Source: an optimization exercise on an open RTL-to-GDS flow (aim: small area and a short achievable clock period). Production flows keep margins and buffers that such runs may drop.
Power is estimated from default activity; no workload was simulated.

==> branch indigo <==
==> flow/design.v <==
module p4_core (
    input  wire        clk,
    input  wire        rst,           
    output wire [14:0] imem_addr,
    input  wire [15:0] imem_rdata,
    output wire [15:0] d_addr,
    output wire [15:0] d_wdata,
    output wire        d_we,
    output wire        d_re,
    input  wire [15:0] d_rdata,
    input  wire [15:0] irq,
    output wire        halted
);
    reg [15:0] regs [1:7];
    reg [14:0] pc;
    reg        jp;
    reg [14:0] jt;            
    reg        flag_e, flag_z, flag_c, flag_n, flag_o;
    reg [15:0] imask;
    reg [15:0] ipend;
    reg        se;
    reg [14:0] ra_reg;
    reg        rescan;
    reg        run_illegal;
    reg [15:0] held_irq;
    wire [15:0] w = imem_rdata;
    assign imem_addr = pc;
    wire [1:0] fmt   = w[15:14];
    wire [1:0] c_op  = w[13:12];
    wire [3:0] cond  = w[11:8];
    wire [2:0] rd    = w[13:11];
    wire [2:0] sub   = w[10:8];
    wire [2:0] ra    = w[5:3];
    wire [2:0] rb    = w[2:0];
    wire [4:0] code  = w[10:6];
    wire [7:0] imm8  = w[7:0];
    wire f0 = (fmt == 2'b00);
    wire f1 = (fmt == 2'b01);
    wire f2 = (fmt == 2'b10);
    wire f3 = (fmt == 2'b11);
    wire is_br   = f0 && (c_op == 2'd1);
    wire is_jmp  = f0 && (c_op == 2'd2);
    wire is_jal  = f0 && (c_op == 2'd3);
    wire is_mov  = f1 && (sub == 3'd0);
    wire is_load = f1 && (sub == 3'd2);
    wire is_stor = f1 && (sub == 3'd3);
    wire is_eni  = f1 && (sub == 3'd4);
    wire is_dsi  = f1 && (sub == 3'd5);
    wire is_rti  = f1 && (sub == 3'd6);
    wire is_int  = f1 && (sub == 3'd7);
    wire is_imm  = f3 && (sub[2:1] == 2'b00 || sub[2:1] == 2'b01) && (sub != 3'd1);
    wire is_mvih = f3 && (sub == 3'd2);
    wire is_mvil = f3 && (sub == 3'd3);
    wire is_clc  = f3 && (sub == 3'd4);
    wire is_stc  = f3 && (sub == 3'd5);
    wire is_cmc  = f3 && (sub == 3'd6);
    wire cond_ok = (cond != 4'd0) && (cond <= 4'd11);
    wire alu_ok  = code[4] ? (code[3] == 1'b0)
                           : (code[3] ? (code[2] == 1'b0) : (code[2:1] != 2'b11));
    reg legal;
    always @(*) begin
        case (fmt)
            2'b00:   legal = (c_op == 2'd0) || cond_ok;
            2'b01:   legal = (sub != 3'd1);
            2'b10:   legal = alu_ok;
            default: legal = (sub != 3'd1) && (sub != 3'd7);
        endcase
    end
    wire exec = !run_illegal && legal;
    wire [15:0] a_val = (ra == 3'd0) ? 16'h0000 : regs[ra];
    wire [15:0] b_val = (rb == 3'd0) ? 16'h0000 : regs[rb];
    reg cond_base;
    always @(*) begin
        case (cond[3:1])
            3'd1:    cond_base = flag_z;
            3'd2:    cond_base = flag_c;
            3'd3:    cond_base = flag_n;
            3'd4:    cond_base = flag_o;
            3'd5:    cond_base = ~(flag_n | flag_z);
            default: cond_base = 1'b0;
        endcase
    end
    wire cond_true = cond_base ^ cond[0];
    wire        unary  = code[2];
    wire        sub_op = unary ? ~code[0] : code[0];    
    wire [15:0] b_op   = unary ? {16{~code[0]}} : (b_val ^ {16{code[0]}});
    wire        cin    = unary ? code[0] : (code[1] ? (flag_c ^ code[0]) : code[0]);
    wire [16:0] sum    = {1'b0, a_val} + {1'b0, b_op} + {16'd0, cin};
    wire        add_c  = sum[16] ^ sub_op;
    wire        add_o  = (a_val[15] == b_op[15]) && (sum[15] != a_val[15]);
    reg [15:0] logic_r;
    always @(*) begin
        case (code[1:0])
            2'd0: logic_r = ~a_val;
            2'd1: logic_r = a_val & b_val;
            2'd2: logic_r = a_val | b_val;
            default: logic_r = a_val ^ b_val;
        endcase
    end
    reg in_bit;
    always @(*) begin
        case (code[2:1])
            2'd0: in_bit = 1'b0;
            2'd1: in_bit = code[0] ? 1'b0 : a_val[15];
            2'd2: in_bit = code[0] ? a_val[15] : a_val[0];
            default: in_bit = flag_c;
        endcase
    end
    wire [15:0] shift_r = code[0] ? {a_val[14:0], in_bit} : {in_bit, a_val[15:1]};
    wire        shift_c = code[0] ? a_val[15] : a_val[0];
    wire        shla_o  = a_val[15] ^ a_val[14];
    wire [15:0] alu_r = code[4] ? shift_r : (code[3] ? logic_r : sum[15:0]);
    wire addr_is_imask = (a_val == 16'hFFFA);
    assign d_addr  = a_val;
    assign d_wdata = b_val;
    assign d_we    = !run_illegal && is_stor && !addr_is_imask;
    assign d_re    = !run_illegal && is_load && !addr_is_imask;
    wire [15:0] load_val = addr_is_imask ? imask : d_rdata;
    wire        take = (cond_true && (is_br || is_jmp || is_jal)) || is_rti;
    wire [14:0] pc_add = pc + (is_br ? {{7{imm8[7]}}, imm8} : 15'd2);
    wire [14:0] take_target = is_rti ? ra_reg : (is_br ? pc_add : b_val[14:0]);
    wire [14:0] pc_seq = jp ? jt : (pc + 15'd1);
    wire wr_link = is_jal && cond_true;
    wire wr_full = wr_link || is_mov || is_load || f2 || (is_imm && !is_mvih && !is_mvil);
    wire wr_hi   = wr_full || is_mvih;
    wire wr_lo   = wr_full || is_mvil;
    wire [2:0] wr_idx = wr_link ? 3'd7 : rd;
    wire [15:0] imm_val = {is_mvih ? imm8 : {8{imm8[7]}}, imm8};
    wire [15:0] wr_val =
        wr_link ? {1'b0, pc_add} :
        is_mov  ? a_val :
        is_load ? load_val :
        f2      ? alu_r :
                  imm_val;
    wire arith = f2 && !code[4] && !code[3];
    wire z_n = f2 ? (alu_r == 16'h0000) : flag_z;
    wire n_n = f2 ? alu_r[15] : flag_n;
    wire c_n = f2 ? (code[4] ? shift_c : (code[3] ? flag_c : add_c)) :
               is_clc ? 1'b0 : is_stc ? 1'b1 : is_cmc ? ~flag_c : flag_c;
    wire o_n = f2 ? (code[4] ? ((code[2:0] == 3'd3) ? shla_o : flag_o)
                             : (code[3] ? flag_o : add_o)) : flag_o;
    wire e_exec = is_eni ? 1'b1 : is_dsi ? 1'b0 : is_rti ? se : flag_e;
    wire        stor_imask  = is_stor && addr_is_imask;
    wire [15:0] imask_exec  = stor_imask ? b_val : imask;
    wire [15:0] raises      = irq | held_irq;
    wire        rescan_exec = rescan || is_eni;      
    wire [15:0] rescan_hits = ipend & imask_exec;
    wire        rescan_hit  = rescan_exec && (rescan_hits != 16'h0000);
    wire [15:0] raise_ok    = e_exec ? (raises & (imask_exec | 16'h8000)) : 16'h0000;
    wire        raise_hit   = (raise_ok != 16'h0000);
    wire [15:0] cand        = rescan_hit ? rescan_hits : raise_ok;
    wire [15:0] pick = cand & (~cand + 16'd1);
    wire [3:0]  pick_idx;
    assign pick_idx[0] = |(pick & 16'hAAAA);
    assign pick_idx[1] = |(pick & 16'hCCCC);
    assign pick_idx[2] = |(pick & 16'hF0F0);
    assign pick_idx[3] = |(pick & 16'hFF00);
    wire        svc        = is_int || rescan_hit || raise_hit;
    wire [14:0] svc_vector = {7'h7F, is_int ? imm8 : {pick_idx, 4'h0}};
    wire [15:0] svc_clear  = (!is_int && rescan_hit) ? pick : 16'h0000;
    wire [15:0] svc_taken  = (!is_int && !rescan_hit) ? pick : 16'h0000;
    wire [15:0] wr_val_r = wr_val & {16{~rst}};
    integer i;
    always @(posedge clk) begin
        for (i = 1; i < 8; i = i + 1) begin
            if (rst || (exec && wr_hi && wr_idx == i))
                regs[i][15:8] <= wr_val_r[15:8];
            if (rst || (exec && wr_lo && wr_idx == i))
                regs[i][7:0] <= wr_val_r[7:0];
        end
    end
    always @(posedge clk) begin
        jt <= take_target;
        if (rst) begin
            pc          <= 15'd0;
            jp          <= 1'b0;
            flag_e      <= 1'b0;
            flag_z      <= 1'b0;
            flag_c      <= 1'b0;
            flag_n      <= 1'b0;
            flag_o      <= 1'b0;
            imask       <= 16'h0000;
            ipend       <= 16'h0000;
            se          <= 1'b0;
            ra_reg      <= 15'd0;
            rescan      <= 1'b0;
            run_illegal <= 1'b0;
            held_irq    <= 16'h0000;
        end else if (!run_illegal && !legal) begin
            run_illegal <= 1'b1;
        end else if (exec) begin
            flag_z <= z_n;
            flag_c <= c_n;
            flag_n <= n_n;
            flag_o <= o_n;
            imask  <= imask_exec;
            if (take) begin
                jp       <= 1'b1;
                pc       <= pc_seq;
                flag_e   <= e_exec;
                rescan   <= rescan || is_rti;
                held_irq <= raises;
            end else begin
                jp       <= 1'b0;
                held_irq <= 16'h0000;
                rescan   <= is_int && rescan;
                ipend    <= (ipend & ~svc_clear) | (raises & ~svc_taken);
                if (svc) begin
                    se     <= e_exec;
                    flag_e <= 1'b0;
                    ra_reg <= pc_seq;
                    pc     <= svc_vector;
                end else begin
                    flag_e <= e_exec;
                    pc     <= pc_seq;
                end
            end
        end
    end
    assign halted = run_illegal;
endmodule
==> flow/run.sh <==
#!/bin/bash
# synth_recipe.tcl (not shown) runs the flow's synth.tcl, then flattens the netlist and writes it again
# the make line also repeats each setting of config.mk as NAME=value (left out here)
make -C /OpenROAD-flow-scripts/flow DESIGN_CONFIG=/design/flow/config.mk WORK_HOME=/design/flow/orfs CLKGATE_MAP_FILE= SYNTH_SCRIPT=/design/flow/synth_recipe.tcl finish
==> flow/config.mk <==
export PLATFORM = sky130hd
export DESIGN_NAME = p4_core
export DESIGN_NICKNAME = p4_core
export VERILOG_FILES = /design/flow/design.v
export SDC_FILE = /design/flow/constraint.sdc
export NUM_CORES = 4
export LEC_CHECK = 0
export CAP_MARGIN = 20
export CORE_MARGIN = 2
export CORE_UTILIZATION = 40
export SLEW_MARGIN = 20
==> flow/constraint.sdc <==
create_clock -name core_clock -period 8.0 [get_ports {clk}]
set_input_delay 1.6000 -clock core_clock [delete_from_list [all_inputs] [get_ports {clk}]]
set_output_delay 1.6000 -clock core_clock [all_outputs]
set_load 0.01 [all_outputs]
==> branch quartz (differences from branch indigo) <==
--- a/flow/design.v
+++ b/flow/design.v
@@ -81,22 +81,39 @@
         endcase
     end
     wire cond_true = cond_base ^ cond[0];
-    wire        unary  = code[2];
-    wire        sub_op = unary ? ~code[0] : code[0];    
-    wire [15:0] b_op   = unary ? {16{~code[0]}} : (b_val ^ {16{code[0]}});
-    wire        cin    = unary ? code[0] : (code[1] ? (flag_c ^ code[0]) : code[0]);
-    wire [16:0] sum    = {1'b0, a_val} + {1'b0, b_op} + {16'd0, cin};
-    wire        add_c  = sum[16] ^ sub_op;
-    wire        add_o  = (a_val[15] == b_op[15]) && (sum[15] != a_val[15]);
-    reg [15:0] logic_r;
-    always @(*) begin
-        case (code[1:0])
-            2'd0: logic_r = ~a_val;
-            2'd1: logic_r = a_val & b_val;
-            2'd2: logic_r = a_val | b_val;
-            default: logic_r = a_val ^ b_val;
-        endcase
-    end
+    wire arith  = f2 && (code[4:3] == 2'b00);
+    wire logic_op = f2 && (code[4:3] == 2'b01);
+    wire use_b  = f2 && (code[3] ? (code[1:0] != 2'b00) : !code[2]);
+    wire inv_b  = f2 && (code[3] ? (code[1:0] == 2'b00) : (code[2] ^ code[0]));
+    wire cin    = code[2] ? code[0] : (code[1] ? (flag_c ^ code[0]) : code[0]);
+    wire [15:0] b_op = (b_val & {16{use_b}}) ^ {16{inv_b}};
+    wire [15:0] p    = a_val ^ b_op;
+    wire [15:0] g    = a_val & b_op;
+    wire [15:0] t    = a_val | b_op;
+    wire [15:0] kg [0:4];
+    wire [15:0] kp [0:4];
+    assign kg[0] = {g[15:1], g[0] | (p[0] & cin)};
+    assign kp[0] = p;
+    genvar lv, bt;
+    generate
+        for (lv = 0; lv < 4; lv = lv + 1) begin : ks_level
+            for (bt = 0; bt < 16; bt = bt + 1) begin : ks_bit
+                if (bt >= (1 << lv)) begin : ks_node
+                    assign kg[lv+1][bt] = kg[lv][bt] | (kp[lv][bt] & kg[lv][bt-(1<<lv)]);
+                    assign kp[lv+1][bt] = kp[lv][bt] & kp[lv][bt-(1<<lv)];
+                end else begin : ks_pass
+                    assign kg[lv+1][bt] = kg[lv][bt];
+                    assign kp[lv+1][bt] = kp[lv][bt];
+                end
+            end
+        end
+    endgenerate
+    wire [16:0] carry = {kg[4], cin};
+    wire [16:0] sum   = {carry[16], p ^ carry[15:0]};
+    wire        add_c = sum[16] ^ inv_b;
+    wire        add_o = (a_val[15] == b_op[15]) && (sum[15] != a_val[15]);
+    wire [15:0] zbits = {~(p[15:1] ^ t[14:0]), ~(p[0] ^ cin)};
+    wire        sum_zero = &zbits;
     reg in_bit;
     always @(*) begin
         case (code[2:1])
@@ -106,11 +123,25 @@
             default: in_bit = flag_c;
         endcase
     end
-    wire [15:0] shift_r = code[0] ? {a_val[14:0], in_bit} : {in_bit, a_val[15:1]};
-    wire        shift_c = code[0] ? a_val[15] : a_val[0];
-    wire        shla_o  = a_val[15] ^ a_val[14];
-    wire [15:0] alu_r = code[4] ? shift_r : (code[3] ? logic_r : sum[15:0]);
-    wire addr_is_imask = (a_val == 16'hFFFA);
+    wire        shift_op = f2 && code[4];
+    wire        sel_shl  = shift_op && code[0];
+    wire        sel_shr  = shift_op && !code[0];
+    wire [15:0] shl_r    = {a_val[14:0], in_bit};
+    wire [15:0] shr_r    = {in_bit, a_val[15:1]};
+    wire        shift_c  = code[0] ? a_val[15] : a_val[0];
+    wire        shla_o   = a_val[15] ^ a_val[14];
+    wire sel_p = (logic_op && (code[1:0] != 2'b01)) || is_mov;
+    wire sel_g1 = logic_op && (code[1:0] != 2'b00) && (code[1:0] != 2'b11);
+    wire [15:0] other_r = (p & {16{sel_p}}) | (g & {16{sel_g1}}) |
+                          (shl_r & {16{sel_shl}}) | (shr_r & {16{sel_shr}});
+    wire [15:0] alu_r   = arith ? sum[15:0] : other_r;
+    wire        alu_zero = arith ? sum_zero : (other_r == 16'h0000);
+    reg [7:1] reg_is_imask;
+    integer ci;
+    always @(*)
+        for (ci = 1; ci < 8; ci = ci + 1)
+            reg_is_imask[ci] = (regs[ci] == 16'hFFFA);
+    wire addr_is_imask = (ra != 3'd0) && reg_is_imask[ra];
     assign d_addr  = a_val;
     assign d_wdata = b_val;
     assign d_we    = !run_illegal && is_stor && !addr_is_imask;
@@ -126,14 +157,15 @@
     wire wr_lo   = wr_full || is_mvil;
     wire [2:0] wr_idx = wr_link ? 3'd7 : rd;
     wire [15:0] imm_val = {is_mvih ? imm8 : {8{imm8[7]}}, imm8};
+    wire        sel_sum = arith;
+    wire        sel_oth = (f2 && !arith) || is_mov;
     wire [15:0] wr_val =
-        wr_link ? {1'b0, pc_add} :
-        is_mov  ? a_val :
-        is_load ? load_val :
-        f2      ? alu_r :
-                  imm_val;
-    wire arith = f2 && !code[4] && !code[3];
-    wire z_n = f2 ? (alu_r == 16'h0000) : flag_z;
+        ({16{wr_link}} & {1'b0, pc_add}) |
+        ({16{sel_sum}} & sum[15:0]) |
+        ({16{sel_oth}} & other_r) |
+        ({16{is_load}} & load_val) |
+        ({16{is_imm}}  & imm_val);
+    wire z_n = f2 ? alu_zero : flag_z;
     wire n_n = f2 ? alu_r[15] : flag_n;
     wire c_n = f2 ? (code[4] ? shift_c : (code[3] ? flag_c : add_c)) :
                is_clc ? 1'b0 : is_stc ? 1'b1 : is_cmc ? ~flag_c : flag_c;
- SETUP_SLACK_MARGIN: unset -> 2.0
==> run notes <==
quantity                                                                                           branch indigo           branch quartz
Status                                                                                            finished clean          finished clean
Finished Cell Area                                                                                     18200 um2               18200 um2
Max Fclk                                                                                                 134 MHz                 167 MHz
Xor/xnor share of the synthesized area                                                                     2.90%                   4.11%
RD Place Congestion                                                                                         1.07                    1.02
Post-synthesis share of cell area spent on full adders, half adders and majority gates                     5.57%                   4.56%
Total of fill cells in the finished design                                                                  3750                    3656
Maximum number of pins on one net before global-route repair                                                  63                      51
Power Density                                                                                         190 nW/um2              194 nW/um2
Tap cell instance count                                                                                      518                     511
Initial Utilization                                                                                        40.6%                   40.7%
Area of the multi-input gates                                                                           9510 um2                9440 um2
Worst slew margin                                                                                          28.2%                   26.6%
Library cell appearing most often on the critical path                                  sky130_fd_sc_hd__nor2b_1  sky130_fd_sc_hd__buf_4
Syn Nets                                                                                                    1969                    1872
Worst-case setup slack after placement                                                                  0.187 ns                0.692 ns
Post-layout net count                                                                                       2063                    1950
Number of clock buffers in the layout                                                                         33                      35
No functional check of the RTL was part of any run of this note.

-- port drivers added, routing unchanged --
The flow's constraints put no driver on any port. The routed layouts listed below were extracted and timed again, unchanged, in two steps. Step 1: set_driving_cell puts a clkbuf_16 on clk and a buf_2 on each other input, an assumption about the parent block. Step 2 adds t to the input delays and takes it off the output delays; t is the mean of the earliest and latest rising clock arrival at the registers after step 1. Input paths then give back, and output paths get back, about the clock's delay inside the block. Slacks: no drivers / after step 1 / after step 2; pairs: no drivers / after step 1.
run	t, ns	setup slack, ns	worst setup path after step 2	latest minus earliest clock arrival (ns)
branch indigo	0.608	0.553 / 0.549 / -0.024	input to register	0.026 / 0.026
branch quartz	0.619	2.011 / 1.989 / 1.550	input to register	0.031 / 0.031
With both steps, setup timing fails in branch indigo, where it was met with ideal ports. For branch indigo, which loses most, drivers alone change the setup slack by -0.004 ns; drivers and shift together by -0.577 ns.
